Context: an optimization exercise on an open-source flow, tuned for small area, a short achievable clock period and few clock cycles per item. The choices shown serve that exercise and are no tape-out recipe.
The RTL was checked by simulation tests, not by an equivalence proof against the original design.
Power is estimated from default activity; no workload was simulated.

$ cat flow/standard.sh
#!/bin/bash
# synth_recipe.tcl (not shown) runs the flow's synth.tcl, then flattens the netlist and writes it again
# the make line also repeats each setting of config.mk as NAME=value (left out here)
make -C /OpenROAD-flow-scripts/flow DESIGN_CONFIG=/design/flow/config.mk WORK_HOME=/design/flow/orfs CLKGATE_MAP_FILE= SYNTH_SCRIPT=/design/flow/synth_recipe.tcl "${@:-finish}"
$ cat flow/design.v
module simpledes_core (
    input  wire        clk,
    input  wire        rst,         
    input  wire [23:0] cmd,
    input  wire        cmd_valid,
    output wire        cmd_ready,
    output wire [11:0] dout,
    output wire [7:0]  status
);
    localparam [2:0] E_NONE    = 3'd0;
    localparam [2:0] E_ILLEGAL = 3'd1;
    localparam [2:0] E_RANGE   = 3'd2;
    localparam [2:0] E_NOKEY   = 3'd3;
    localparam [2:0] E_LOCKED  = 3'd4;
    function [7:0] expand;
        input [5:0] x;
        expand = {x[5], x[4], x[2], x[3], x[2], x[3], x[1], x[0]};
    endfunction
    localparam [15:0] S1B0 = 16'he155, S1B1 = 16'hac5a, S1B2 = 16'h6669;
    localparam [15:0] S2B0 = 16'h4b78, S2B1 = 16'h3ad4, S2B2 = 16'h991d;
    function [2:0] sbox1;
        input [3:0] a;
        sbox1 = {S1B2[a], S1B1[a], S1B0[a]};
    endfunction
    function [2:0] sbox2;
        input [3:0] a;
        sbox2 = {S2B2[a], S2B1[a], S2B0[a]};
    endfunction
    function [5:0] round_f;
        input [5:0] r;
        input [7:0] rk;
        reg   [7:0] x;
        begin
            x       = expand(r) ^ rk;
            round_f = {sbox1(x[7:4]), sbox2(x[3:0])};
        end
    endfunction
    reg  [8:0]  key;
    reg         kv;
    reg         dv;
    reg  [2:0]  err;
    reg  [5:0]  hl, hr;
    reg  [8:0]  rot;
    reg  [4:0]  cur;
    reg         busy;
    wire        down = !cur[4];          
    wire [3:0]  op   = cmd[23:20];
    wire [3:0]  sr   = cmd[19:16];
    wire [3:0]  er   = cmd[15:12];
    wire [11:0] data = cmd[11:0];
    wire fields_zero = (sr == 4'd0) && (er == 4'd0);
    wire is_ldkey = (op == 4'h1) && fields_zero;
    wire is_enc   = (op == 4'h2) && fields_zero;
    wire is_dec   = (op == 4'h3) && fields_zero;
    wire is_proc  = (op == 4'h4);
    wire illegal  = !(is_ldkey || is_enc || is_dec || is_proc);
    reg [2:0] fault;
    always @(*) begin
        if (illegal)
            fault = E_ILLEGAL;
        else if (is_ldkey)
            fault = (data[11:9] != 3'd0) ? E_RANGE : (kv ? E_LOCKED : E_NONE);
        else if (is_proc && (sr == 4'd0 || er == 4'd0))
            fault = E_RANGE;
        else if (!kv)
            fault = E_NOKEY;
        else
            fault = E_NONE;
    end
    wire issue = cmd_valid && !busy;
    wire [5:0] in_r  = data[11:6] ^ round_f(data[5:0], op[0] ? key[7:0] : key[8:1]);
    wire [5:0] st_r  = hl ^ round_f(hr, rot[8:1]);
    wire [8:0] rot_n = down ? {rot[0], rot[8:1]} : {rot[7:0], rot[8]};
    wire [3:0] idx = {sr[3], sr[2], sr[1] | (op[1] & ~op[0]), sr[0] | (op[1] & op[0])};
    wire [8:0] b0  = {key[0], key[8:1]};
    wire [8:0] b1  = idx[0] ? {b0[7:0], b0[8]}   : b0;
    wire [8:0] b2  = idx[1] ? {b1[6:0], b1[8:7]} : b1;
    wire [8:0] b3  = idx[2] ? {b2[4:0], b2[8:5]} : b2;
    wire [8:0] b4  = idx[3] ? {b3[0], b3[8:1]}   : b3;
    always @(posedge clk) begin
        if (rst) begin
            cur  <= 5'd0;
            busy <= 1'b0;
            kv   <= 1'b0;
            dv  <= 1'b0;
            err <= E_NONE;
        end else if (busy) begin
            hl  <= hr;
            hr  <= st_r;
            rot <= rot_n;
            cur <= down ? cur - 5'd1 : cur + 5'd1;
            if (cur == 5'd1 || cur == 5'h1f) busy <= 1'b0;
        end else if (issue && err == E_NONE) begin
            if (fault != E_NONE) begin
                err <= fault;
            end else if (is_ldkey) begin
                key <= data[8:0];
                kv  <= 1'b1;
            end else begin
                dv  <= 1'b1;
                rot <= b4;
                if (is_proc) begin
                    hl  <= data[11:6];
                    hr  <= data[5:0];
                    cur  <= {1'b0, sr} - {1'b0, er};
                    busy <= (sr != er);
                end else begin
                    hl  <= data[5:0];
                    hr  <= in_r;
                end
            end
        end
    end
    assign cmd_ready = !busy;
    assign dout      = {st_r, hr};
    assign status    = {3'b000, err, dv, kv};
endmodule
$ cat flow/constraint.sdc
create_clock -name core_clock -period 4.5 [get_ports {clk}]
set_input_delay 0.9000 -clock core_clock [delete_from_list [all_inputs] [get_ports {clk}]]
set_output_delay 0.9000 -clock core_clock [all_outputs]
set_load 0.01 [all_outputs]
$ cat flow/flow/run.sh
#!/bin/bash
# Standard layout, with the port buffers made of a regular buffer cell instead of the
# delay cell buffer_ports picks by default.
set -euo pipefail
bash standard.sh "BUFFER_PORTS_ARGS=-buffer_cell sky130_fd_sc_hd__buf_2" finish > run_standard.log 2>&1
$ cat flow/config.mk
export PLATFORM = sky130hd
export DESIGN_NAME = simpledes_core
export DESIGN_NICKNAME = simpledes_core
export VERILOG_FILES = /design/flow/design.v
export SDC_FILE = /design/flow/constraint.sdc
export NUM_CORES = 4
export LEC_CHECK = 0
export CAP_MARGIN = 20
export CORE_MARGIN = 2
export CORE_UTILIZATION = 40
export SLEW_MARGIN = 20
==> notes.md, run 1 <==
Primary flip-flop cell chosen by synthesis mapping = sky130_fd_sc_hd__edfxtp_1
Worst setup path end = dout[6]
Area contributors post-synth = sky130_fd_sc_hd__edfxtp_1, sky130_fd_sc_hd__mux2i_1, sky130_fd_sc_hd__ha_1
Total gr overflow = 0
H-tree levels = 2
Clock transition at the register clock pins on the worst setup and hold paths after CTS = 0.08 ns
Critical path type = reg2out
Detail-routed net length per standard cell = 16.5 um
Most frequent cells in the layout = sky130_fd_sc_hd__buf_2, sky130_fd_sc_hd__nand2_1, sky130_fd_sc_hd__mux2i_1, sky130_fd_sc_hd__edfxtp_1, sky130_fd_sc_hd__inv_1
Depth of the worst register-to-register path = 7
Post-cts hold buffer count = 0
Total of warnings raised by yosys = 1
I/O Pins = 48
Final ANT Viol Nets = 0
TritonCTS Buffers = 5
Final period util = 75.0%
Highest clock rate = 296 MHz
Synthesized area divided by synthesized cell count = 9.26 um2
FF-to-FF setup slack = 2.13 ns
Source-to-sink clock delay at the later pin of the worst-skew pair = 0.30 ns
Antenna fix cells = 0
Post-route setup slack = 1.12 ns
Clock Sink Count = 41
DRC = 0
Proportion of register bits with asynchronous set or reset after synthesis = 0%
Post-Route Utilization = 45.9%
Post-synthesis cell type with the largest combined area = sky130_fd_sc_hd__edfxtp_1
Net Sw Power = 245 uW
Endpoints failing setup = 0
Worst slew margin relative to its limit = 39.4%
Yosys reg bits = 41
Number of endpoints with negative hold slack in the final report = 0
Overall routing resource usage = 18.5%
Post-detail-place hpwl = 6780 um
Vias in the first global route = 3018
Data required time at the worst endpoint = 3.60 ns
Pin count of the biggest net entering global routing = 48
Pre-Repair DR Iteration Count = 4
Max_cap viols = 0
Number of gates resized after CTS = 0
Port buffer count = 44
Max Slew Vio Count = 0
Post-synthesis sequential area ratio = 30.6%
Placement row count = 34
Number of distinct library cell variants in the gate-level netlist after synthesis = 61
Met3 Resource Use GR = 2.39%
Net switching fraction of the power = 26.6%
Type of element capturing the critical path = output pin
Post-synth design cell area = 0.00367 mm2
Most common cell after layout, fill and taps aside = sky130_fd_sc_hd__buf_2
Critical Path Start Type = flip-flop
Data arrival, critical path = 2.48 ns
Unrepaired setup endpoints after global routing = false
Root Buffer Master = sky130_fd_sc_hd__clkbuf_8
Number of enable flip-flop cells after synthesis = 30
Launching element of the worst setup path = rot[2]
Vias = 3060
Startpoint of the worst hold path = dv
Wirelength, routed = 8860 um
Power share of the sequential group = 44.6%
Maximum net fanout on the critical path = 8
Int Power = 676 uW
Die Footprint = 0.00995 mm2
Post-CTS Setup Repair Bufs = 0
Power Density = 228 mW/mm2
Outcome = no timing/DRC/antenna violations
Clock share of power = 34.7%
Shortest period the worst path allows = 3.38 ns
Initial core utilization = 41.6%
Start of the worst register-to-register path = rot[2]
Overall die width = 99.7 um
CTS tree = done
Static Leak = 1.54 nW
Global-route wire length before repair = 14800 um
Core Footprint = 0.00881 mm2
Path category of the worst min-delay check = reg2reg
Clock Tree Buf Depth = 2
Number of design-rule violations left by the first detailed-router iteration = 189
Worst ir drop on vdd = 0.115 mV
Area Overhead vs Synth = 10.2%
Share of post-route cells with drive strength above 1 = 19.3%
Number of antenna violations at the first check in global routing = 0
Global routing usage on met1 = 23.7%
Slew at the pin with the worst max-slew slack = 0.908 ns
Sum of negative setup slack = 0 ns
Crit Reg-Reg Endpoint = hr[0]
Met2 global-route usage = 32.5%
Synthesized instance count = 396
Worst setup timing slack at the placement stage = 1.31 ns
Routed vias/inst = 5.70
Fraction of post-synthesis cell area in the top cell type by area = 24.6%
Chip Height = 99.7 um
Fin nets = 477
Number of stages on the worst hold path = 2
Final Skew = 0.0104 ns
Placer's final routability congestion estimate = 0.901
Combinational share of power = 20.7%
GRT busiest layer = met2
==> cell usage after synthesis (2+ instances only) <==
| cell | instances |
|---|---|
| sky130_fd_sc_hd__a211oi_1 | 2 |
| sky130_fd_sc_hd__a21o_1 | 3 |
| sky130_fd_sc_hd__a21oi_1 | 24 |
| sky130_fd_sc_hd__a221oi_1 | 2 |
| sky130_fd_sc_hd__a2bb2oi_1 | 2 |
| sky130_fd_sc_hd__a31oi_1 | 3 |
| sky130_fd_sc_hd__a32oi_1 | 7 |
| sky130_fd_sc_hd__and3_1 | 2 |
| sky130_fd_sc_hd__buf_1 | 2 |
| sky130_fd_sc_hd__buf_2 | 5 |
| sky130_fd_sc_hd__buf_4 | 6 |
| sky130_fd_sc_hd__buf_6 | 2 |
| sky130_fd_sc_hd__clkbuf_1 | 10 |
| sky130_fd_sc_hd__dfxtp_1 | 11 |
| sky130_fd_sc_hd__edfxtp_1 | 30 |
| sky130_fd_sc_hd__ha_1 | 21 |
| sky130_fd_sc_hd__inv_1 | 25 |
| sky130_fd_sc_hd__mux2_2 | 6 |
| sky130_fd_sc_hd__mux2i_1 | 34 |
| sky130_fd_sc_hd__mux2i_2 | 2 |
| sky130_fd_sc_hd__mux4_2 | 3 |
| sky130_fd_sc_hd__nand2_1 | 36 |
| sky130_fd_sc_hd__nand2b_1 | 3 |
| sky130_fd_sc_hd__nand3_1 | 13 |
| sky130_fd_sc_hd__nand4_1 | 4 |
| sky130_fd_sc_hd__nor2_1 | 20 |
| sky130_fd_sc_hd__nor2b_1 | 3 |
| sky130_fd_sc_hd__nor3_1 | 7 |
| sky130_fd_sc_hd__nor4_1 | 2 |
| sky130_fd_sc_hd__o21ai_0 | 18 |
| sky130_fd_sc_hd__o21ai_1 | 10 |
| sky130_fd_sc_hd__o22ai_1 | 9 |
| sky130_fd_sc_hd__o31a_1 | 5 |
| sky130_fd_sc_hd__o31ai_1 | 2 |
| sky130_fd_sc_hd__o41ai_2 | 2 |
| sky130_fd_sc_hd__or2_2 | 2 |
| sky130_fd_sc_hd__xnor2_1 | 24 |
| sky130_fd_sc_hd__xor2_1 | 10 |
| sky130_fd_sc_hd__xor2_2 | 2 |
==> per-layer routing <==
metal | up-vias | routed length [um]
met1 | 1473 | 3860
met5 | - | 0
met3 | 17 | 321
met2 | 79 | 4500
met4 | 0 | 186
li1 | 1491 | -
==> power groups by stage <==
stage	clock network (mW)	registers [mW]	logic, mW
floorplan	0	0.420	0.143
global placement	0	0.419	0.187
detailed placement	0	0.419	0.191
CTS	0.322	0.411	0.191
global route	0.333	0.411	0.212
finish	0.319	0.410	0.191
==> how the worst min path moves through the flow <==
stage,end
global route,dv
detailed placement,dv
CTS,dv
global placement,dv
floorplan,dv
finish,dv
==> layout make-up <==
type	instances	area, um2
inverter	26	97.6
clock inverter	1	30.0
timing repair buffer	48	250
tap	108	135
clock buffer	7	86.3
sequential	41	1120
fill	825	4760
multi-input combinational	306	2320
==> worst max-delay path, cell delays in order, from the launching register on <==
cell and delay, ns:
sky130_fd_sc_hd__edfxtp_1 0.47, sky130_fd_sc_hd__xor2_1 0.52, sky130_fd_sc_hd__ha_1 0.24, sky130_fd_sc_hd__inv_1 0.05
sky130_fd_sc_hd__mux4_2 0.49, sky130_fd_sc_hd__xnor2_1 0.24, sky130_fd_sc_hd__buf_2 0.18
==> logic make-up after synthesis <==
group,count (synthesis),synth area share (%)
flops,41,30.6
mux,46,14.3
other cells,1,0.102
compound gates,96,17.2
simple gates,102,14.2
fa+ha+maj,22,7.71
buf+inv,51,6.42
xor+xnor,37,9.45
==> state kept, by name (all words and copies together), names as in the netlist <==
register / flops
dv: 1
cur: 5
hr: 6
rot: 9
err: 3
hl: 6
busy: 1
kv: 1
key: 9
==> through the flow <==
step	hold slack, ns	instance area (um2)	power, mW	instances
floorplan	0.426	3670	0.563	398
global placement	0.444	3930	0.606	529
detailed placement	0.450	3930	0.610	529
CTS	0.461	4040	0.924	537
global route	0.478	4040	0.955	537
finish	0.454	4040	0.920	537
Testbench counts, summed over its fixed seeds: cycles 3,073, items 1,600.
==> run 2, diff against run 1 <==
--- a/flow/config.mk
+++ b/flow/config.mk
@@ -8,4 +8,5 @@
 export CAP_MARGIN = 20
 export CORE_MARGIN = 2
 export CORE_UTILIZATION = 40
+export SETUP_SLACK_MARGIN = 1.5
 export SLEW_MARGIN = 20
==> run 2 against run 1 <==
  * Still clean on timing, DRC and antenna
  * Final cell count increased by 1.9%
  * Die area unchanged
  * Global-route usage up 0.33 points
  * First-iteration DRC count grew 23%
  * Total power fell by 1.6%
  * Clock power is 6.6% lower
  * Worst hold slack improved by 0.025 ns
  * Fmax is 9.5% higher
  * Sequential share of layout area down 1.3 points
  * Critical path type unchanged
  * Largest cell class unchanged
  * Largest power group unchanged
==> notes.md, run 2 <==
Clock Tree Buf Depth = 2
Worst ir drop on vdd = 0.115 mV
I/O Pins = 48
Most common cell in the synthesized netlist = sky130_fd_sc_hd__nand2_1
Chip Height = 99.7 um
Critical path type = reg2out
Detail-routed net length per standard cell = 17.2 um
Worst slew margin relative to its limit = 41.1%
Slew at the pin with the worst max-slew slack = 0.883 ns
Die Footprint = 0.00995 mm2
Highest clock rate = 324 MHz
Largest registers = key: 9 flops, rot: 9 flops
Number of endpoints with negative hold slack in the final report = 0
Area contributors post-synth = sky130_fd_sc_hd__edfxtp_1, sky130_fd_sc_hd__mux2i_1, sky130_fd_sc_hd__ha_1
TritonCTS Buffers = 5
Overall die width = 99.7 um
Post-synthesis sequential area ratio = 30.6%
Proportion of register bits with asynchronous set or reset after synthesis = 0%
Area Overhead vs Synth = 15.7%
Fraction of post-synthesis cell area in the top cell type by area = 24.6%
CTS tree = done
Fin nets = 487
Data arrival, critical path = 2.18 ns
Primary flip-flop cell chosen by synthesis mapping = sky130_fd_sc_hd__edfxtp_1
Overall routing resource usage = 18.9%
Depth of the worst register-to-register path = 6
Power Density = 214 mW/mm2
Unrepaired setup endpoints after global routing = true
Share of post-route cells with drive strength above 1 = 24.4%
Wirelength, routed = 9430 um
Pin count of the biggest net entering global routing = 49
Final period util = 68.5%
Core Footprint = 0.00881 mm2
Shortest period the worst path allows = 3.08 ns
Number of design-rule violations left by the first detailed-router iteration = 233
H-tree levels = 2
Post-Route Utilization = 48.2%
Number of stages on the worst hold path = 2
Initial core utilization = 41.6%
Clock Sink Count = 41
Static Leak = 1.62 nW
Synthesized instance count = 396
Number of distinct library cell variants in the gate-level netlist after synthesis = 61
Placement row count = 34
Total gr overflow = 0
Fill cells = 846
Antenna fix cells = 0
Routed vias/inst = 5.67
Endpoints failing setup = 0
Sum of negative setup slack = 0 ns
Vias in the first global route = 2878
Most common cell after layout, fill and taps aside = sky130_fd_sc_hd__buf_2
Total of warnings raised by yosys = 1
Leading cell types by count after synthesis = sky130_fd_sc_hd__nand2_1, sky130_fd_sc_hd__mux2i_1, sky130_fd_sc_hd__edfxtp_1, sky130_fd_sc_hd__inv_1
Outcome = no timing/DRC/antenna violations
Critical Path Start Type = flip-flop
Pre-Repair DR Iteration Count = 5
FF-to-FF setup slack = 1.78 ns
Final ANT Viol Nets = 0
Type of element capturing the critical path = output pin
Post-detail-place hpwl = 6940 um
Post-synth design cell area = 0.00367 mm2
Clock transition at the register clock pins on the worst setup and hold paths after CTS = 0.08 ns
Maximum net fanout on the critical path = 8
Placed cell areas = 0.00392 mm2
Number of enable flip-flop cells after synthesis = 30
Synthesized area divided by synthesized cell count = 9.26 um2
Max Slew Vio Count = 0
Number of antenna violations at the first check in global routing = 0
Vias = 3102
DRC = 0
Placer's final routability congestion estimate = 0.866
Port buffer count = 44
Yosys reg bits = 41
Path category of the worst min-delay check = reg2reg
Global-route wire length before repair = 14600 um
Max_cap viols = 0
Most frequent cells in the layout = sky130_fd_sc_hd__buf_2, sky130_fd_sc_hd__nand2_1, sky130_fd_sc_hd__mux2i_1, sky130_fd_sc_hd__edfxtp_1, sky130_fd_sc_hd__inv_1
Root Buffer Master = sky130_fd_sc_hd__clkbuf_8
Post-cts hold buffer count = 0
Final instance area = 0.00424 mm2
Source-to-sink clock delay at the later pin of the worst-skew pair = 0.30 ns
Final Skew = 0.0120 ns
Post-synthesis cell type with the largest combined area = sky130_fd_sc_hd__edfxtp_1
Data required time at the worst endpoint = 3.60 ns
[run 2: cell count changes in the layout (fill, tap and decap cells not counted), moves of 2 or more]
cell and delta:
sky130_fd_sc_hd__xnor2_1 -7, sky130_fd_sc_hd__xor2_1 -2, sky130_fd_sc_hd__ha_2 +2, sky130_fd_sc_hd__xnor2_2 +7, sky130_fd_sc_hd__buf_4 +8, sky130_fd_sc_hd__ha_1 -2, sky130_fd_sc_hd__nor4_2 +2, sky130_fd_sc_hd__a21oi_4 +2
sky130_fd_sc_hd__nor4_1 -2
[run 2: kinds of logic after synthesis]
logic type / count (synthesis) / share of synthesized area, %
AOI/OAI and AO/OA: 96 / 17.2
xor gates and xnor gates: 37 / 9.45
adders and majority gates: 22 / 7.71
buffers and inverters: 51 / 6.42
DFF: 41 / 30.6
muxes: 46 / 14.3
other: 1 / 0.102
and+or+nand+nor: 102 / 14.2
[run 2: where the power goes]
part	internal, mW	switching (mW)	leakage, nW
registers	0.410	0.000727	0.359
logic	0.0860	0.112	1.21
clock network	0.164	0.134	0.0528
[run 2: critical path: stages (launching register included)]
cell,delay [ns]
sky130_fd_sc_hd__edfxtp_1,0.51
sky130_fd_sc_hd__xor2_4,0.28
sky130_fd_sc_hd__ha_1,0.19
sky130_fd_sc_hd__inv_1,0.05
sky130_fd_sc_hd__mux4_2,0.49
sky130_fd_sc_hd__xnor2_2,0.20
sky130_fd_sc_hd__buf_2,0.16
[run 2: stage by stage]
stage | setup WS (ns) | power [mW] | cells | hold slack (ns)
final | 1.42 | 0.906 | 547 | 0.479
after global routing | 1.33 | 0.949 | 547 | 0.522
after global placement | 1.24 | 0.612 | 527 | 0.473
after CTS | 1.39 | 0.908 | 541 | 0.481
after detailed placement | 1.12 | 0.614 | 527 | 0.470
after floorplan | 1.61 | 0.563 | 398 | 0.426
[run 2: per-layer routing]
metal	up-vias	share of wire (%)	GRT usage [%]
li1	1516	-	-
met1	1477	44	25.1
met2	99	49	32.6
met3	10	5.6	3.16
met4	0	0.99	3.48
met5	-	0	0
[run 2: layout make-up]
cell class                 instances  area (um2)  share of cell area, %
inverter                          26        97.6                   2.30
timing repair buffer              57         330                   7.79
tap                              108         135                   3.18
multi-input combinational        307        2450                   57.8
clock buffer                       6        72.6                   1.71
sequential                        41        1120                   26.4
clock inverter                     2        33.8                  0.796
[run 2: worst paths after layout]
check / to / from
min reg2reg: dv / dv
max: dout[6] / rot[2]
min: dv / dv
max reg2reg: rot[2] / busy
[run 2: what timing repair did]
| action | CTS | global route |
|---|---|---|
| resized for setup | 8 | 9 |
| endpoints found under the setup margin | 25 | 36 |
| pin swaps | 5 | 8 |
| gates cloned | 1 | 0 |
| setup buffers | 5 | 6 |
==> run 3, diff against run 2 <==
==> flow/run.sh (new file) <==
#!/bin/bash
# synth_recipe.tcl (not shown) runs the flow's synth.tcl, then flattens the netlist and writes it again
# the make line also repeats each setting of config.mk as NAME=value (left out here)
make -C /OpenROAD-flow-scripts/flow DESIGN_CONFIG=/design/flow/config.mk WORK_HOME=/design/flow/orfs CLKGATE_MAP_FILE= SYNTH_SCRIPT=/design/flow/synth_recipe.tcl finish
--- a/flow/config.mk
+++ b/flow/config.mk
@@ -8,5 +8,5 @@
 export CAP_MARGIN = 20
 export CORE_MARGIN = 2
 export CORE_UTILIZATION = 40
-export SETUP_SLACK_MARGIN = 1.5
+export SETUP_SLACK_MARGIN = 1.0
 export SLEW_MARGIN = 20
removed: flow/flow/run.sh
removed: flow/standard.sh
==> run 3 against run 2 <==
  * Global-route usage is 0.50 points lower
  * Critical path depth is 1 higher
  * Non-clock buffer count is 3 lower
  * Via count is 1.8% lower
  * Final cell count is 0.73% lower
  * Routed wire length is 4.5% lower
  * Critical endpoint is now dout[9]
==> notes.md, run 3 <==
Leading cell types by count after synthesis = sky130_fd_sc_hd__nand2_1, sky130_fd_sc_hd__mux2i_1, sky130_fd_sc_hd__edfxtp_1, sky130_fd_sc_hd__inv_1
Worst hold margin = 0.476 ns
Placer's final routability congestion estimate = 0.885
Number of enable flip-flop cells after synthesis = 30
CP max stage cell = sky130_fd_sc_hd__clkdlybuf4s50_1
Cell-by-cell listing of the critical path = xnor2_2 -> ha_1 -> inv_1 -> mux2i_1 -> mux2i_1 -> xnor2_1 -> clkdlybuf4s50_1
Slew at the pin with the worst max-slew slack = 0.799 ns
Number of stages on the worst hold path = 2
Max Slew Vio Count = 0
Proportion of register bits with asynchronous set or reset after synthesis = 0%
Vias in the first global route = 2931
Maximum net fanout on the critical path = 5
Share of post-route cells with drive strength above 1 = 11.5%
Pin count of the biggest net entering global routing = 49
Number of distinct library cell variants in the gate-level netlist after synthesis = 61
Delay of the slowest cell on the worst path = 0.59 ns
Start of the worst register-to-register path = busy
Port buffer count = 44
Data required time at the worst endpoint = 3.60 ns
Wirelength, routed = 9000 um
Power Density = 210 mW/mm2
Overall die width = 99.7 um
Data arrival, critical path = 2.43 ns
Endpoints failing setup = 0
Fin nets = 483
Sum of negative setup slack = 0 ns
Number of standard cells in the layout, taps in and fillers out = 543
Root Buffer Master = sky130_fd_sc_hd__clkbuf_8
I/O Pins = 48
Vias = 3045
Final period util = 74.0%
Clock Sink Count = 41
Fill cells = 838
Crit Reg-Reg Endpoint = rot[8]
Static Leak = 1.59 nW
H-tree levels = 2
Die Footprint = 0.00995 mm2
Final ANT Viol Nets = 0
Synthesized instance count = 396
Primary flip-flop cell chosen by synthesis mapping = sky130_fd_sc_hd__edfxtp_1
CTS tree = done
Synthesized area divided by synthesized cell count = 9.26 um2
Highest clock rate = 300 MHz
Source-to-sink clock delay at the later pin of the worst-skew pair = 0.30 ns
Most common cell after layout, fill and taps aside = sky130_fd_sc_hd__clkdlybuf4s50_1
Number of endpoints with negative hold slack in the final report = 0
Most prevalent standard cell on the critical path = sky130_fd_sc_hd__mux2i_1
TritonCTS Buffers = 5
Routed vias/inst = 5.61
Max_cap viols = 0
Post-detail-place hpwl = 6840 um
Most common cell in the synthesized netlist = sky130_fd_sc_hd__nand2_1
Area Overhead vs Synth = 18.7%
Post-synth design cell area = 0.00367 mm2
Unrepaired setup endpoints after global routing = false
Outcome = no timing/DRC/antenna violations
Post-synthesis cell type with the largest combined area = sky130_fd_sc_hd__edfxtp_1
DRC = 0
Global-route wire length before repair = 14600 um
Cells after DPL = 531
Depth of the worst register-to-register path = 7
Critical Path Start Type = flip-flop
Number of antenna violations at the first check in global routing = 0
Startpoint of the worst hold path = dv
Type of element capturing the critical path = output pin
Worst setup timing slack at the placement stage = 0.777 ns
Fraction of post-synthesis cell area in the top cell type by area = 24.6%
Total gr overflow = 0
Critical path type = reg2out
Worst ir drop on vdd = 0.0882 mV
Post-route setup slack = 1.17 ns
Path category of the worst min-delay check = reg2reg
Initial core utilization = 41.6%
Clock transition at the register clock pins on the worst setup and hold paths after CTS = 0.09 ns
Launching element of the worst setup path = hr[3]
Yosys reg bits = 41
Final Skew = 0.0135 ns
Shortest period the worst path allows = 3.33 ns
FF-to-FF setup slack = 1.93 ns
Placement row count = 34
Post-synthesis sequential area ratio = 30.6%
Number of design-rule violations left by the first detailed-router iteration = 129
Detail-routed net length per standard cell = 16.6 um
Clock Tree Buf Depth = 2
Total of warnings raised by yosys = 1
Post-cts hold buffer count = 0
Antenna fix cells = 0
Largest registers = key: 9 flops, rot: 9 flops
Worst slew margin relative to its limit = 46.7%
Core Footprint = 0.00881 mm2
Hold-critical path endpoint = dv
Overall routing resource usage = 18.4%
Area contributors post-synth = sky130_fd_sc_hd__edfxtp_1, sky130_fd_sc_hd__mux2i_1, sky130_fd_sc_hd__ha_1
Most frequent cells in the layout = sky130_fd_sc_hd__clkdlybuf4s50_1, sky130_fd_sc_hd__nand2_1, sky130_fd_sc_hd__mux2i_1, sky130_fd_sc_hd__edfxtp_1, sky130_fd_sc_hd__inv_1
Chip Height = 99.7 um
Pre-Repair DR Iteration Count = 4
## run 3: cell count changes in the layout (fill, tap and decap cells not counted), sizes merged
| cell | before | now |
|---|---|---|
| clkdlybuf4s50 | 0 | 41 |
| buf | 57 | 10 |
| dlymetal6s2s | 0 | 1 |
| dlygate4sd2 | 0 | 2 |
| a21oi | 25 | 24 |
## run 3: stage by stage
| stage | utilization (%) | power (mW) | cell area (um2) |
|---|---|---|---|
| after floorplan | - | 0.563 | 3680 |
| after global placement | 47.2 | 0.620 | 4160 |
| after detailed placement | 47.2 | 0.622 | 4160 |
| after CTS | 49.2 | 0.917 | 4340 |
| after global routing | 49.4 | 0.954 | 4350 |
| final | 49.4 | 0.914 | 4350 |
## run 3: how the worst max path moves through the flow
stage | end | cells past startpoint
after floorplan | hl[0] | 7
after global placement | hr[0] | 9
after detailed placement | hr[0] | 9
after CTS | dout[9] | 7
after global routing | dout[8] | 6
final | dout[9] | 7
## run 3: final cells by class
type	instances	area (um2)	share of cell area (%)
clock inverters	2	33.8	0.776
inverters	26	97.6	2.24
flip-flops and latches	41	1120	25.8
clock buffers	6	72.6	1.67
repair buffers	54	515	11.8
multi-input cells	306	2380	54.6
well taps	108	135	3.11
## run 3: critical path, delay by kind of cell, from the launching register on
| family | cells | cell delay, ns |
|---|---|---|
| flops | 1 | 0.50 |
| mux | 2 | 0.23 |
| xor+xnor | 2 | 0.57 |
| buf+inv | 2 | 0.63 |
| fa+ha+maj | 1 | 0.19 |
## run 3: kinds of logic after synthesis
logic type	synth area share, %
XOR/XNOR	9.45
adder cells (fa/ha/maj)	7.71
AO/OA/AOI/OAI	17.2
buffers and inverters	6.42
multiplexers	14.3
other	0.102
AND/OR/NAND/NOR	14.2
flip-flops	30.6
## run 3: metal layers
layer	vias to the layer above	track usage, %	wire (um)
li1	1510	-	-
met1	1473	24.4	4150
met2	50	31.4	4490
met3	12	2.67	210
met4	0	4.74	153
met5	-	0	0
## run 3: repair_timing
action	CTS	global route
pin swaps	2	0
endpoints found under the setup margin	2	26
cloned	0	0
buffers inserted	4	0
resized for setup	7	3
## run 3: power breakdown
part / total, mW / switching, mW / internal [mW]
logic: 0.205 / 0.107 / 0.0980
registers: 0.411 / 0.000677 / 0.410
clock network: 0.298 / 0.134 / 0.164
total: 0.914 / 0.242 / 0.672
==> run 4, diff against run 3 <==
--- a/flow/config.mk
+++ b/flow/config.mk
@@ -8,5 +8,4 @@
 export CAP_MARGIN = 20
 export CORE_MARGIN = 2
 export CORE_UTILIZATION = 40
-export SETUP_SLACK_MARGIN = 1.0
 export SLEW_MARGIN = 20
==> run 4 against run 3 <==
  * Critical path depth is 1 lower
  * Clock power is 18% lower
  * Highest routed layer unchanged
  * Clock-buffer cell count is 1 lower
  * Critical endpoint is now dout[6]
==> notes.md, run 4 <==
Outcome = no timing/DRC/antenna violations
Worst setup timing slack at the placement stage = 0.828 ns
Number of distinct library cell variants in the gate-level netlist after synthesis = 61
Leading cell types by count after synthesis = sky130_fd_sc_hd__nand2_1, sky130_fd_sc_hd__mux2i_1, sky130_fd_sc_hd__edfxtp_1, sky130_fd_sc_hd__inv_1
Data required time at the worst endpoint = 3.60 ns
Number of enable flip-flop cells after synthesis = 30
Post-detail-place hpwl = 6890 um
Highest clock rate = 260 MHz
Primary flip-flop cell chosen by synthesis mapping = sky130_fd_sc_hd__edfxtp_1
Path category of the worst min-delay check = reg2reg
Initial core utilization = 41.6%
Number of endpoints with negative hold slack in the final report = 0
Post-cts hold buffer count = 0
Wirelength, routed = 8850 um
Die Footprint = 0.00995 mm2
Most common cell after layout, fill and taps aside = sky130_fd_sc_hd__clkdlybuf4s50_1
Pin count of the biggest net entering global routing = 48
Multi-input logic area = 0.00232 mm2
Power Density = 202 mW/mm2
FF-to-FF setup slack = 2.07 ns
Post-route setup slack = 0.660 ns
Placement row count = 34
Depth of the worst register-to-register path = 7
Global-route wire length before repair = 14700 um
Post-CTS Setup Repair Bufs = 0
Clock transition at the register clock pins on the worst setup and hold paths after CTS = 0.08 ns
Vias in the first global route = 2921
Max Slew Vio Count = 0
Fin nets = 479
Max layer used = met4
Total gr overflow = 0
Post-synthesis cell type with the largest combined area = sky130_fd_sc_hd__edfxtp_1
Cell-by-cell listing of the critical path = xor2_1 -> ha_1 -> inv_1 -> mux4_2 -> xnor2_1 -> clkdlybuf4s50_1
Slew at the pin with the worst max-slew slack = 0.814 ns
Worst ir drop on vdd = 0.132 mV
CP max stage cell = sky130_fd_sc_hd__clkdlybuf4s50_1
Post-Route Utilization = 48.2%
Critical path type = reg2out
Sequential Area = 0.00112 mm2
Crit Reg-Reg Endpoint = hr[0]
Launching element of the worst setup path = rot[2]
Most frequent cells in the layout = sky130_fd_sc_hd__clkdlybuf4s50_1, sky130_fd_sc_hd__nand2_1, sky130_fd_sc_hd__mux2i_1, sky130_fd_sc_hd__edfxtp_1, sky130_fd_sc_hd__inv_1
Yosys reg bits = 41
Worst setup path end = dout[6]
Sum of met3 wire segment lengths after detailed routing = 249 um
Endpoints failing setup = 0
Unrepaired setup endpoints after global routing = false
Area contributors post-synth = sky130_fd_sc_hd__edfxtp_1, sky130_fd_sc_hd__mux2i_1, sky130_fd_sc_hd__ha_1
Worst slew margin relative to its limit = 45.6%
Number of design-rule violations left by the first detailed-router iteration = 137
Pre-Repair DR Iteration Count = 5
Number of gates resized after CTS = 0
Fraction of post-synthesis cell area in the top cell type by area = 24.6%
Maximum net fanout on the critical path = 8
Detailed-route wire length on metal 1 = 3990 um
Synthesized instance count = 396
Final Skew = 0.00501 ns
Sum of negative setup slack = 0 ns
I/O Pins = 48
Synthesized area divided by synthesized cell count = 9.26 um2
CTS tree = done
Root Buffer Master = sky130_fd_sc_hd__clkbuf_8
Static Leak = 1.52 nW
Shortest period the worst path allows = 3.84 ns
Area Overhead vs Synth = 15.8%
Largest registers = key: 9 flops, rot: 9 flops
Final period util = 85.3%
Post-synth design cell area = 0.00367 mm2
Number of antenna violations at the first check in global routing = 0
Chip Height = 99.7 um
Routed vias/inst = 5.66
Detail-routed net length per standard cell = 16.4 um
Clock Sink Count = 41
Fill cells = 840
Source-to-sink clock delay at the later pin of the worst-skew pair = 0.30 ns
Antenna fix cells = 0
Final instance area = 0.00425 mm2
Placer's final routability congestion estimate = 0.876
Max_cap viols = 0
Proportion of register bits with asynchronous set or reset after synthesis = 0%
Placed cell areas = 0.00416 mm2
Clock Tree Buf Depth = 2
Vias = 3053
Most common cell in the synthesized netlist = sky130_fd_sc_hd__nand2_1
Overall die width = 99.7 um
Type of element capturing the critical path = output pin
Delay of the slowest cell on the worst path = 0.60 ns
Core Footprint = 0.00881 mm2
Final ANT Viol Nets = 0
Overall routing resource usage = 18.7%
Critical Path Start Type = flip-flop
Total of warnings raised by yosys = 1
Share of post-route cells with drive strength above 1 = 9.74%
Port buffer count = 44
TritonCTS Buffers = 5
H-tree levels = 2
Start of the worst register-to-register path = rot[2]
Post-synthesis sequential area ratio = 30.6%
DRC = 0
Routed length on met2 = 4500 um
Data arrival, critical path = 2.94 ns
[run 4: cell counts after synthesis]
Identical to the previous run, type by type.
[run 4: critical path: cells and delay by family, from the launching register on]
family / cells / cell delay [ns]
adders and majority gates: 1 / 0.24
muxes: 1 / 0.48
xor gates and xnor gates: 2 / 0.78
DFF: 1 / 0.49
buffers and inverters: 2 / 0.65
[run 4: area by class of cell]
| type | instances | area share (%) |
|---|---|---|
| well taps | 108 | 3.18 |
| repair buffers | 50 | 11.4 |
| inverters | 26 | 2.30 |
| multi-input cells | 306 | 54.7 |
| clock buffers | 5 | 1.62 |
| flip-flops and latches | 41 | 26.4 |
| clock inverters | 3 | 0.412 |
[run 4: worst min-delay path by stage]
stage / start / endpoint / slack [ns] / cells after the start
after global routing: dv / dv / 0.49 / 2
after detailed placement: dv / dv / 0.45 / 2
final: dv / dv / 0.45 / 2
after CTS: dv / dv / 0.46 / 2
after floorplan: dv / dv / 0.43 / 2
after global placement: dv / dv / 0.45 / 2
[run 4: stage by stage]
step / hold WS, ns / instances / total power [mW]
after floorplan: 0.426 / 398 / 0.563
after global placement: 0.448 / 531 / 0.620
after detailed placement: 0.449 / 531 / 0.622
after CTS: 0.460 / 539 / 0.867
after global routing: 0.489 / 539 / 0.899
final: 0.454 / 539 / 0.860
[run 4: kinds of logic after synthesis]
kind of cell,Yosys count,synth area share [%]
DFF,41,30.6
adders and majority gates,22,7.71
buffers and inverters,51,6.42
and+or+nand+nor,102,14.2
other,1,0.102
muxes,46,14.3
AOI/OAI and AO/OA,96,17.2
xor gates and xnor gates,37,9.45
[run 4: where the power goes]
part	internal, mW	switching, mW
clock network	0.107	0.138
logic	0.0983	0.106
registers	0.410	0.000676
[run 4: layer usage]
| metal | vias up | global-route usage [%] |
|---|---|---|
| met5 | - | 0 |
| met4 | 0 | 4.85 |
| met3 | 7 | 2.53 |
| met2 | 73 | 32.7 |
| met1 | 1476 | 24.3 |
| li1 | 1497 | - |
==> run 5, diff against run 4 <==
--- a/flow/design.v
+++ b/flow/design.v
@@ -35,11 +35,21 @@
             round_f = {sbox1(x[7:4]), sbox2(x[3:0])};
         end
     endfunction
+    function [5:0] sboxes;
+        input [7:0] x;
+        sboxes = {sbox1(x[7:4]), sbox2(x[3:0])};
+    endfunction
+    function [5:0] unexpand;
+        input [7:0] x;
+        input [7:0] k;
+        unexpand = {x[7] ^ k[7], x[6] ^ k[6], x[4] ^ k[4], x[5] ^ k[5], x[1] ^ k[1], x[0] ^ k[0]};
+    endfunction
     reg  [8:0]  key;
     reg         kv;
     reg         dv;
     reg  [2:0]  err;
-    reg  [5:0]  hl, hr;
+    reg  [5:0]  hl;
+    reg  [7:0]  hx;
     reg  [8:0]  rot;
     reg  [4:0]  cur;
     reg         busy;
@@ -68,9 +78,16 @@
             fault = E_NONE;
     end
     wire issue = cmd_valid && !busy;
-    wire [5:0] in_r  = data[11:6] ^ round_f(data[5:0], op[0] ? key[7:0] : key[8:1]);
-    wire [5:0] st_r  = hl ^ round_f(hr, rot[8:1]);
+    wire [7:0] k1    = key[8:1];
+    wire [7:0] k2    = key[7:0];
+    wire [7:0] in_kf = op[0] ? k2 : k1;
+    wire [7:0] in_kl = op[0] ? k1 : k2;
+    wire [7:0] in_x  = expand(sboxes(expand(data[5:0]) ^ in_kf)) ^ (expand(data[11:6]) ^ in_kl);
     wire [8:0] rot_n = down ? {rot[0], rot[8:1]} : {rot[7:0], rot[8]};
+    wire [5:0] s0    = sboxes(hx);
+    wire [5:0] st_r  = hl ^ s0;                                   
+    wire [5:0] st_l  = unexpand(hx, rot[8:1]);                    
+    wire [7:0] st_x  = expand(s0) ^ (expand(hl) ^ rot_n[8:1]);   
     wire [3:0] idx = {sr[3], sr[2], sr[1] | (op[1] & ~op[0]), sr[0] | (op[1] & op[0])};
     wire [8:0] b0  = {key[0], key[8:1]};
     wire [8:0] b1  = idx[0] ? {b0[7:0], b0[8]}   : b0;
@@ -85,8 +102,8 @@
             dv  <= 1'b0;
             err <= E_NONE;
         end else if (busy) begin
-            hl  <= hr;
-            hr  <= st_r;
+            hl  <= st_l;
+            hx  <= st_x;
             rot <= rot_n;
             cur <= down ? cur - 5'd1 : cur + 5'd1;
             if (cur == 5'd1 || cur == 5'h1f) busy <= 1'b0;
@@ -101,17 +118,17 @@
                 rot <= b4;
                 if (is_proc) begin
                     hl  <= data[11:6];
-                    hr  <= data[5:0];
+                    hx  <= expand(data[5:0]) ^ b4[8:1];
                     cur  <= {1'b0, sr} - {1'b0, er};
                     busy <= (sr != er);
                 end else begin
                     hl  <= data[5:0];
-                    hr  <= in_r;
+                    hx  <= in_x;
                 end
             end
         end
     end
     assign cmd_ready = !busy;
-    assign dout      = {st_r, hr};
+    assign dout      = {st_r, st_l};
     assign status    = {3'b000, err, dv, kv};
 endmodule
==> flow/flow/run.sh (new file) <==
#!/bin/bash
# Standard layout, with the port buffers made of a regular buffer cell instead of the
# delay cell buffer_ports picks by default.
set -euo pipefail
bash standard.sh "BUFFER_PORTS_ARGS=-buffer_cell sky130_fd_sc_hd__buf_2" finish > run_standard.log 2>&1
==> flow/standard.sh (new file) <==
#!/bin/bash
# synth_recipe.tcl (not shown) runs the flow's synth.tcl, then flattens the netlist and writes it again
# the make line also repeats each setting of config.mk as NAME=value (left out here)
make -C /OpenROAD-flow-scripts/flow DESIGN_CONFIG=/design/flow/config.mk WORK_HOME=/design/flow/orfs CLKGATE_MAP_FILE= SYNTH_SCRIPT=/design/flow/synth_recipe.tcl "${@:-finish}"
removed: flow/run.sh
==> run 5 against run 4 <==
  * Worst hold slack got worse by 0.0024 ns
  * Utilization fell by 3.1 points
  * Via count rose by 0.26%
  * Critical path depth rose by 2
  * Clock skew fell by 0.0019 ns
  * Routed wire length rose by 3.7%
  * Clock power rose by 28%
  * Fmax rose by 15%
  * Die area rose by 8.6%
  * First-iteration DRC count rose by 68%
  * Global-route usage fell by 1.0 points
  * Critical endpoint is now hx[4]
  * Highest routed layer unchanged
==> notes.md, run 5 <==
Initial core utilization = 41.0%
Share of post-route cells with drive strength above 1 = 20.4%
Total of warnings raised by yosys = 1
Power consumption = 970 uW
Pin count of the biggest net entering global routing = 37
Number of stages on the worst hold path = 2
Area contributors post-synth = sky130_fd_sc_hd__edfxtp_1, sky130_fd_sc_hd__mux2i_1, sky130_fd_sc_hd__xnor2_1
FF-to-FF setup slack = 1.85 ns
Post-detail-place hpwl = 7180 um
Fraction of post-synthesis cell area in the top cell type by area = 24.1%
Delay of the slowest cell on the worst path = 0.63 ns
Worst slew margin relative to its limit = 49.5%
Final Skew = 0.00310 ns
Total gr overflow = 0
Sum of negative setup slack = 0 ns
Root Buffer Master = sky130_fd_sc_hd__clkbuf_8
Final ANT Viol Nets = 0
Antenna fix cells = 0
Placer's final routability congestion estimate = 0.853
Type of element capturing the critical path = flip-flop
Primary flip-flop cell chosen by synthesis mapping = sky130_fd_sc_hd__edfxtp_1
Vias in the first global route = 3032
Placed cell areas = 0.00428 mm2
Power Density = 221 mW/mm2
Most frequent cells in the layout = sky130_fd_sc_hd__mux2i_1, sky130_fd_sc_hd__buf_2, sky130_fd_sc_hd__nand2_1, sky130_fd_sc_hd__xnor2_1, sky130_fd_sc_hd__edfxtp_1
Start of the worst register-to-register path = key[5]
Fin nets = 496
Max Slew Vio Count = 0
Detail-routed net length per standard cell = 15.9 um
Critical Path Start Type = input port
Max_cap viols = 0
Path category of the worst min-delay check = reg2reg
Fill cells = 957
Post-Route Utilization = 45.2%
Outcome = no timing/DRC/antenna violations
Maximum net fanout on the critical path = 23
Leading cell types by count after synthesis = sky130_fd_sc_hd__mux2i_1, sky130_fd_sc_hd__nand2_1, sky130_fd_sc_hd__xnor2_1, sky130_fd_sc_hd__edfxtp_1, sky130_fd_sc_hd__nor2_1
Core Footprint = 0.00973 mm2
Clock Sink Count = 43
Yosys reg bits = 43
H-tree levels = 2
Post-route setup slack = 1.16 ns
Source-to-sink clock delay at the later pin of the worst-skew pair = 0.30 ns
Worst ir drop on vdd = 0.134 mV
Final period util = 74.2%
TritonCTS Buffers = 5
CTS tree = done
Hold-critical path endpoint = dv
Placement row count = 36
Die Footprint = 0.0108 mm2
Final instance area = 0.00439 mm2
Slew at the pin with the worst max-slew slack = 0.757 ns
Unrepaired setup endpoints after global routing = false
Net Sw Power = 268 uW
Number of enable flip-flop cells after synthesis = 32
Area Overhead vs Synth = 10.0%
Number of standard cells in the layout, taps in and fillers out = 579
Post-cts hold buffer count = 0
Synthesized area divided by synthesized cell count = 9.69 um2
Net switching fraction of the power = 27.6%
Post-CTS Setup Repair Bufs = 0
Post-synthesis cell type with the largest combined area = sky130_fd_sc_hd__edfxtp_1
Worst hold margin = 0.451 ns
Shortest period the worst path allows = 3.34 ns
Endpoints failing setup = 0
Clock share of power = 32.2%
Proportion of register bits with asynchronous set or reset after synthesis = 0%
Static Leak = 1.76 nW
Clock Tree Buf Depth = 2
DRC = 0
Worst setup timing slack at the placement stage = 0.878 ns
Number of distinct library cell variants in the gate-level netlist after synthesis = 54
Number of design-rule violations left by the first detailed-router iteration = 230
Chip Height = 104 um
Data arrival, critical path = 3.40 ns
Post-synthesis sequential area ratio = 29.6%
Pre-Repair DR Iteration Count = 4
CP max stage cell = sky130_fd_sc_hd__a21oi_2
Cell-by-cell listing of the critical path = buf_2 -> inv_2 -> a21oi_2 -> mux4_2 -> mux2i_1 -> xnor2_1 -> nor3_2 -> a221o_1
Number of gates resized after CTS = 0
Number of endpoints with negative hold slack in the final report = 0
Depth of the worst register-to-register path = 10
Most common cell after layout, fill and taps aside = sky130_fd_sc_hd__mux2i_1
Combinational share of power = 23.2%
Power share of the sequential group = 44.6%
Clock transition at the register clock pins on the worst setup and hold paths after CTS = 0.09 ns
Global-route wire length before repair = 15300 um
Overall routing resource usage = 17.7%
Cells after DPL = 571
Routed vias/inst = 5.29
Int Power = 702 uW
Synthesized instance count = 412
Data required time at the worst endpoint = 4.56 ns
Port buffer count = 44
Crit Reg-Reg Endpoint = hx[7]
Post-synth design cell area = 0.00399 mm2
Wirelength, routed = 9180 um
I/O Pins = 48
Vias = 3061
Critical path type = in2reg
Startpoint of the worst hold path = dv
Overall die width = 104 um
Highest clock rate = 299 MHz
Number of antenna violations at the first check in global routing = 0
Largest registers = key: 9 flops, rot: 9 flops, hx: 8 flops
Most common cell in the synthesized netlist = sky130_fd_sc_hd__mux2i_1
run 5: final cells by class:
class                      count  area, um2  share of cell area [%]
multi-input combinational    316       2560                    58.3
sequential                    43       1180                    26.9
timing repair buffer          49        258                    5.87
tap                          133        166                    3.79
inverter                      30        113                    2.56
clock buffer                   5       68.8                    1.57
clock inverter                 3       43.8                   0.997
run 5: how the worst max path moves through the flow:
stage               startpoint  endpoint  slack, ns  cells after the start
floorplan              cmd[19]     hl[0]       0.54                      7
global placement       cmd[20]     hx[4]       0.94                      8
detailed placement     cmd[20]     hx[4]       0.88                      8
CTS                    cmd[20]     hx[4]       1.20                      8
global route           cmd[20]     hx[4]       1.00                      8
finish                 cmd[20]     hx[4]       1.16                      8
run 5: worst max-delay path: cells and delay by family:
family	cells	cell delay [ns]
xor+xnor	1	0.17
simple gates	1	0.05
buf+inv	2	0.52
compound gates	2	0.91
mux	2	0.84
run 5: logic make-up (layout without fill, tap and decap cells):
kind of cell / Yosys count / after routing / synth area share [%]
buffers and inverters: 55 / 87 / 6.67
AOI/OAI and AO/OA: 68 / 68 / 10.8
and+or+nand+nor: 96 / 96 / 11.3
other: 1 / 3 / 0.0939
DFF: 43 / 43 / 29.6
xor gates and xnor gates: 59 / 59 / 13.3
muxes: 66 / 66 / 20.6
adders and majority gates: 24 / 24 / 7.71
run 5: power by group through the flow:
stage | sequential (mW) | combinational (mW) | clock [mW]
after floorplan | 0.442 | 0.175 | 0
after global placement | 0.442 | 0.220 | 0
after detailed placement | 0.442 | 0.223 | 0
after CTS | 0.433 | 0.224 | 0.321
after global routing | 0.433 | 0.251 | 0.339
final | 0.433 | 0.225 | 0.313
run 5: per-layer routing:
metal,wire length [um],vias up,track usage [%]
met2,4170,75,28.5
li1,-,1527,-
met4,197,0,5.89
met1,4390,1446,24.5
met5,0,-,0
met3,429,13,2.44
Testbench counts of run 5, summed over its fixed seeds: cycles 3,073, items 1,600.
==> run 6, diff against run 5 <==
--- a/flow/config.mk
+++ b/flow/config.mk
@@ -8,4 +8,5 @@
 export CAP_MARGIN = 20
 export CORE_MARGIN = 2
 export CORE_UTILIZATION = 40
+export SETUP_SLACK_MARGIN = 2.5
 export SLEW_MARGIN = 20
==> run 6 against run 5 <==
  * Still clean on timing, DRC and antenna
  * Clock skew barely moved
  * Final cell count increased by 15%
  * Critical path depth up 1
  * Worst hold slack improved by 0.074 ns
  * Sequential power hardly changed
  * Area after synthesis unchanged
  * First-iteration DRC count fell by 1.7%
  * Non-clock buffer count grew 84
  * Flip-flop and latch count unchanged
  * Design area increased by 42%
  * Critical path type unchanged
  * Largest cell class unchanged
==> notes.md, run 6 <==
Launching element of the worst setup path = cmd[16]
Critical Path Start Type = input port
Delay of the slowest cell on the worst path = 0.56 ns
Most common cell after layout, fill and taps aside = sky130_fd_sc_hd__buf_4
Depth of the worst register-to-register path = 10
Fin nets = 581
Final ANT Viol Nets = 0
Data required time at the worst endpoint = 4.53 ns
CP delay by family, top = simple AND/OR/NAND/NOR gates
Pin count of the biggest net entering global routing = 19
Total of warnings raised by yosys = 1
Outcome = no timing/DRC/antenna violations
Path category of the worst min-delay check = reg2reg
Synthesized instance count = 412
Post-cts hold buffer count = 0
Global-route wire length before repair = 18700 um
Overall die width = 104 um
Initial core utilization = 41.0%
Worst ir drop on vdd = 0.146 mV
Share of post-route cells with drive strength above 1 = 51.8%
Vias in the first global route = 3518
Number of stages on the worst hold path = 2
Number of design-rule violations left by the first detailed-router iteration = 226
Clock Tree Buf Depth = 2
Area Overhead vs Synth = 55.8%
Fraction of post-synthesis cell area in the top cell type by area = 24.1%
Power consumption = 1.06 mW
Worst setup path end = rot[0]
Placement row count = 36
Unrepaired setup endpoints after global routing = true
Clock transition at the register clock pins on the worst setup and hold paths after CTS = 0.09 ns
Worst slew margin relative to its limit = 45.0%
Data arrival, critical path = 2.97 ns
Root Buffer Master = sky130_fd_sc_hd__clkbuf_8
DRC = 0
Placer's final routability congestion estimate = 0.878
Power Density = 170 mW/mm2
Number of enable flip-flop cells after synthesis = 32
Routed vias/inst = 5.50
Post-synthesis cell type with the largest combined area = sky130_fd_sc_hd__edfxtp_1
Maximum net fanout on the critical path = 9
Clock Sink Count = 43
Max_cap viols = 0
Endpoints failing setup = 0
Area contributors post-synth = sky130_fd_sc_hd__edfxtp_1, sky130_fd_sc_hd__mux2i_1, sky130_fd_sc_hd__xnor2_1
Overall routing resource usage = 21.8%
Antenna fix cells = 0
Number of distinct library cell variants in the gate-level netlist after synthesis = 54
Primary flip-flop cell chosen by synthesis mapping = sky130_fd_sc_hd__edfxtp_1
Shortest period the worst path allows = 2.94 ns
CP max stage cell = sky130_fd_sc_hd__or4_4
Wirelength, routed = 12500 um
Post-synthesis sequential area ratio = 29.6%
Detail-routed net length per standard cell = 18.8 um
Source-to-sink clock delay at the later pin of the worst-skew pair = 0.30 ns
Proportion of register bits with asynchronous set or reset after synthesis = 0%
Chip Height = 104 um
Post-detail-place hpwl = 7360 um
Critical path type = in2reg
Final Skew = 0.00357 ns
Synthesized area divided by synthesized cell count = 9.69 um2
Final period util = 65.3%
Port buffer count = 44
Yosys reg bits = 43
Post-synth design cell area = 0.00399 mm2
Pre-Repair DR Iteration Count = 5
Total gr overflow = 0
Most common cell in the synthesized netlist = sky130_fd_sc_hd__mux2i_1
Die Footprint = 0.0108 mm2
TritonCTS Buffers = 5
CTS tree = done
Number of cells on the critical path = 9
Cell-by-cell listing of the critical path = buf_8 -> or4_4 -> or4_4 -> a21oi_4 -> buf_6 -> and2_4 -> nand2_8 -> a21oi_4 -> buf_12
Highest clock rate = 340 MHz
Static Leak = 2.47 nW
Number of standard cells in the layout, taps in and fillers out = 664
I/O Pins = 48
Leading cell types by count after synthesis = sky130_fd_sc_hd__mux2i_1, sky130_fd_sc_hd__nand2_1, sky130_fd_sc_hd__xnor2_1, sky130_fd_sc_hd__edfxtp_1, sky130_fd_sc_hd__nor2_1
CP bufs+invs = 3
Most frequent cells in the layout = sky130_fd_sc_hd__buf_4, sky130_fd_sc_hd__buf_2, sky130_fd_sc_hd__edfxtp_1, sky130_fd_sc_hd__nand2_1
Max Slew Vio Count = 0
Sum of negative setup slack = 0 ns
H-tree levels = 2
Core Footprint = 0.00973 mm2
FF-to-FF setup slack = 1.90 ns
Start of the worst register-to-register path = key[6]
Fill cells = 749
Slew at the pin with the worst max-slew slack = 0.824 ns
Largest registers = key: 9 flops, rot: 9 flops, hx: 8 flops
Crit Reg-Reg Endpoint = hx[4]
Number of endpoints with negative hold slack in the final report = 0
Cells after DPL = 569
Number of antenna violations at the first check in global routing = 0
Type of element capturing the critical path = flip-flop
Vias = 3650
[run 6: area by class of cell]
cell class              instances  area [um2]  share of cell area, %
clock buffers                   5        68.8                   1.11
clock inverters                 3        23.8                  0.382
inverters                      30         123                   1.97
multi-input cells             317        3380                   54.3
flip-flops and latches         43        1180                   19.0
well taps                     133         166                   2.67
repair buffers                133        1280                   20.5
[run 6: stage by stage]
| stage | setup slack (ns) | instance area (um2) | hold WS, ns | util (%) |
|---|---|---|---|---|
| 6_report | 1.56 | 6220 | 0.526 | 63.9 |
| 2_1_floorplan | 1.32 | 4310 | 0.426 | - |
| 3_3_place_gp | 0.874 | 4530 | 0.462 | 46.5 |
| 5_1_grt | 1.53 | 6220 | 0.533 | 63.9 |
| 4_1_cts | 1.63 | 5700 | 0.480 | 58.6 |
| 3_5_place_dp | 0.798 | 4530 | 0.456 | 46.5 |
[run 6: routing by layer]
layer	global-route usage (%)	share of wire (%)
met2	37.3	50
met1	28.2	42
met3	3.95	5.8
met4	6.47	2.6
met5	0	0
[run 6: cell families (layout without fill, tap and decap cells)]
kind of cell,Yosys count,count (layout),share of synthesized area [%]
muxes,66,66,20.6
buffers and inverters,55,171,6.67
xor gates and xnor gates,59,59,13.3
DFF,43,43,29.6
and+or+nand+nor,96,96,11.3
AOI/OAI and AO/OA,68,69,10.8
other,1,3,0.0939
adders and majority gates,24,24,7.71
[run 6: worst min-delay path, cell delays in order, from the launching register on]
cell and delay (ns):
sky130_fd_sc_hd__dfxtp_1 0.33, sky130_fd_sc_hd__inv_1 0.09, sky130_fd_sc_hd__a21oi_2 0.07
[run 6: worst min path at each step]
stage / from / end
4_1_cts: dv / dv
6_report: dv / dv
3_5_place_dp: dv / dv
3_3_place_gp: dv / dv
5_1_grt: dv / dv
2_1_floorplan: dv / dv
[run 6: power by group]
part           switching [mW]  internal (mW)  total (mW)
Combinational           0.170          0.186       0.356
Sequential           0.000962          0.432       0.433
Clock                   0.157          0.111       0.269
Total                   0.328          0.729        1.06
[run 6: what timing repair did]
item | 4_1_cts | 5_1_grt
setup endpoints to repair | 79 | 78
pin swaps | 37 | 34
gates cloned | 6 | 0
buffers inserted | 55 | 26
gates resized for setup | 92 | 70
==> run 7, diff against run 6 <==
--- a/flow/config.mk
+++ b/flow/config.mk
@@ -8,5 +8,5 @@
 export CAP_MARGIN = 20
 export CORE_MARGIN = 2
 export CORE_UTILIZATION = 40
-export SETUP_SLACK_MARGIN = 2.5
+export SETUP_SLACK_MARGIN = 2.0
 export SLEW_MARGIN = 20
==> run 7 against run 6 <==
  * Global-route usage down 1.0 points
  * Worst hold slack worse by 0.062 ns
  * Setup slack better by 0.070 ns
  * Register-to-register slack better by 0.05 ns
  * Fmax up 2.4%
  * Non-clock buffer count down 23
  * Synthesized cell count unchanged
  * Sequential power about the same
  * Total power down 1.7%
  * Die area unchanged
==> notes.md, run 7 <==
Outcome = no timing/DRC/antenna violations
Fill cells = 820
Startpoint of the worst hold path = dv
Most common cell in the synthesized netlist = sky130_fd_sc_hd__mux2i_1
Data arrival, critical path = 2.90 ns
Core Footprint = 0.00973 mm2
Total of warnings raised by yosys = 1
Net Sw Power = 324 uW
Fin nets = 558
Cells after DPL = 569
Chip Height = 104 um
Yosys reg bits = 43
Number of endpoints with negative hold slack in the final report = 0
Clock Tree Buf Depth = 2
Type of element capturing the critical path = flip-flop
Global-route wire length before repair = 18000 um
Critical path type = in2reg
Largest registers = key: 9 flops, rot: 9 flops, hx: 8 flops
Final period util = 63.7%
Critical Path Start Type = input port
Static Leak = 2.24 nW
Clock share of power = 26.7%
Overall routing resource usage = 20.7%
Pre-Repair DR Iteration Count = 4
Number of distinct library cell variants in the gate-level netlist after synthesis = 54
Path category of the worst min-delay check = reg2reg
Root Buffer Master = sky130_fd_sc_hd__clkbuf_8
I/O Pins = 48
Slew at the pin with the worst max-slew slack = 0.756 ns
Proportion of register bits with asynchronous set or reset after synthesis = 0%
Synthesized instance count = 412
TritonCTS Buffers = 5
Port buffer count = 44
Sum of negative setup slack = 0 ns
Pin count of the biggest net entering global routing = 38
Launching element of the worst setup path = cmd[13]
Highest clock rate = 349 MHz
Number of standard cells in the layout, taps in and fillers out = 641
Data required time at the worst endpoint = 4.53 ns
Post-synthesis sequential area ratio = 29.6%
Die Footprint = 0.0108 mm2
Power Density = 184 mW/mm2
Vias = 3436
Overall die width = 104 um
Detail-routed net length per standard cell = 17.9 um
Max_cap viols = 0
CTS tree = done
Int Power = 716 uW
Post-Route Utilization = 58.0%
Post-synth design cell area = 0.00399 mm2
Power share of the sequential group = 41.7%
Endpoints failing setup = 0
Combinational share of power = 31.6%
DRC = 0
Number of enable flip-flop cells after synthesis = 32
Worst ir drop on vdd = 0.120 mV
Post-detail-place hpwl = 7510 um
Clock Sink Count = 43
Routed vias/inst = 5.36
Clock transition at the register clock pins on the worst setup and hold paths after CTS = 0.11 ns
Initial core utilization = 41.0%
Share of post-route cells with drive strength above 1 = 42.9%
Wirelength, routed = 11500 um
Placer's final routability congestion estimate = 0.881
Number of antenna violations at the first check in global routing = 0
Primary flip-flop cell chosen by synthesis mapping = sky130_fd_sc_hd__edfxtp_1
Fraction of post-synthesis cell area in the top cell type by area = 24.1%
Synthesized area divided by synthesized cell count = 9.69 um2
Number of design-rule violations left by the first detailed-router iteration = 264
Most common cell after layout, fill and taps aside = sky130_fd_sc_hd__buf_4
Area contributors post-synth = sky130_fd_sc_hd__edfxtp_1, sky130_fd_sc_hd__mux2i_1, sky130_fd_sc_hd__xnor2_1
Final ANT Viol Nets = 0
Start of the worst register-to-register path = key[5]
Placement row count = 36
Leading cell types by count after synthesis = sky130_fd_sc_hd__mux2i_1, sky130_fd_sc_hd__nand2_1, sky130_fd_sc_hd__xnor2_1, sky130_fd_sc_hd__edfxtp_1, sky130_fd_sc_hd__nor2_1
Maximum net fanout on the critical path = 6
Net switching fraction of the power = 31.1%
Total gr overflow = 0
Post-synthesis cell type with the largest combined area = sky130_fd_sc_hd__edfxtp_1
Vias in the first global route = 3421
Source-to-sink clock delay at the later pin of the worst-skew pair = 0.32 ns
Unrepaired setup endpoints after global routing = true
Max Slew Vio Count = 0
H-tree levels = 2
Shortest period the worst path allows = 2.87 ns
Worst slew margin relative to its limit = 49.5%
Final Skew = 0.0186 ns
Most frequent cells in the layout = sky130_fd_sc_hd__buf_4, sky130_fd_sc_hd__buf_2, sky130_fd_sc_hd__nand2_1, sky130_fd_sc_hd__edfxtp_1, sky130_fd_sc_hd__mux2i_1
Antenna fix cells = 0
Area Overhead vs Synth = 41.4%
run 7: cell count changes in the layout (fill, tap and decap cells not counted), moves of 4 or more:
cell / delta
sky130_fd_sc_hd__buf_6: -11
sky130_fd_sc_hd__xor2_2: -8
sky130_fd_sc_hd__buf_4: -7
sky130_fd_sc_hd__xor2_1: +7
sky130_fd_sc_hd__xnor2_1: +6
sky130_fd_sc_hd__inv_1: +5
sky130_fd_sc_hd__buf_12: -4
sky130_fd_sc_hd__inv_2: -4
sky130_fd_sc_hd__mux2i_4: -4
sky130_fd_sc_hd__xnor2_2: -4
run 7: final timing paths:
path | end | slack, ns | depth (start not counted)
min reg2reg | dv | 0.46 | 2
max | hx[7] | 1.63 | 8
min | dv | 0.46 | 2
max reg2reg | hx[7] | 1.95 | 10
run 7: per-layer routing:
metal  GRT usage (%)  share of wire [%]  vias to the layer above
met3            2.57                5.1                       12
met1            27.7                 43                     1679
met4            5.12                1.3                        0
met5               0                  0                        -
met2            35.9                 50                       95
li1                -                  -                     1650
run 7: power by group through the flow:
stage | sequential (mW) | clock, mW | combinational, mW
finish | 0.433 | 0.278 | 0.328
global route | 0.433 | 0.291 | 0.353
CTS | 0.433 | 0.277 | 0.286
global placement | 0.442 | 0 | 0.229
detailed placement | 0.442 | 0 | 0.234
floorplan | 0.442 | 0 | 0.186
run 7: worst max-delay path, stage by stage:
cell                      delay [ns]
sky130_fd_sc_hd__buf_8          0.10
sky130_fd_sc_hd__or4_4          0.54
sky130_fd_sc_hd__or4_4          0.51
sky130_fd_sc_hd__a21oi_4        0.16
sky130_fd_sc_hd__and2_4         0.18
sky130_fd_sc_hd__nand2_4        0.06
sky130_fd_sc_hd__a21oi_4        0.28
sky130_fd_sc_hd__buf_12         0.17
run 7: timing repair:
item,CTS,global route
hold buffers,0,0
gates resized for setup,78,42
setup endpoints to repair,58,52
setup buffers,42,18
pin swaps,20,28
cloned,3,1
run 7: metrics by stage:
step	hold WS (ns)	setup slack [ns]	total power [mW]	area [um2]
2_1_floorplan	0.426	1.32	0.628	4150
3_3_place_gp	0.452	0.893	0.671	4380
3_5_place_dp	0.448	0.745	0.676	4380
4_1_cts	0.462	1.67	0.996	5280
5_1_grt	0.480	1.60	1.08	5650
6_report	0.464	1.63	1.04	5650
run 7: kinds of logic after synthesis:
logic type	count (synthesis)	synth area share [%]
XOR/XNOR	59	13.3
adder cells (fa/ha/maj)	24	7.71
other	1	0.0939
buffers and inverters	55	6.67
AND/OR/NAND/NOR	96	11.3
multiplexers	66	20.6
AO/OA/AOI/OAI	68	10.8
flip-flops	43	29.6
run 7: final cells by class:
class	count	area (um2)	area share (%)
inverters	30	120	2.13
clock inverters	3	23.8	0.421
flip-flops and latches	43	1180	20.9
well taps	133	166	2.95
repair buffers	110	975	17.3
clock buffers	5	68.8	1.22
multi-input cells	317	3110	55.1

afterwards: timing with drivers on the ports:
The flow's constraints put no driver on any port. The routed layouts listed below were extracted and timed again, unchanged, in two steps.
Step 1: set_driving_cell puts a clkbuf_16 on clk and a buf_2 on each other input, an assumption about the parent block.
Step 2 adds t to the input delays and takes it off the output delays; t is the mean of the earliest and latest rising clock arrival at the registers after step 1. Input paths then give back, and output paths get back, about the clock's delay inside the block.
Three values: ideal, step 1, step 2; two values: the first two.
| run | t, ns | setup WS [ns] | worst register clock-pin slew, ns | worst slew at a driven data input, ns |
|---|---|---|---|---|
| run 1 | 0.326 | 1.123 / 1.094 / 1.319 | 0.09 / 0.09 | 0.04 |
| run 2 | 0.322 | 1.417 / 1.388 / 1.330 | 0.09 / 0.09 | 0.04 |
| run 3 | 0.324 | 1.170 / 1.140 / 0.893 | 0.09 / 0.09 | 0.03 |
| run 4 | 0.331 | 0.660 / 0.627 / 0.826 | 0.09 / 0.09 | 0.04 |
| run 5 | 0.332 | 1.160 / 1.171 / 0.839 | 0.09 / 0.09 | 0.03 |
| run 6 | 0.333 | 1.561 / 1.548 / 1.215 | 0.09 / 0.09 | 0.12 |
| run 7 | 0.345 | 1.632 / 1.624 / 1.279 | 0.11 / 0.11 | 0.11 |
After both steps every run listed still meets setup and hold. For run 7, which loses most, drivers alone change the setup slack by -0.008 ns; drivers and shift together by -0.353 ns.
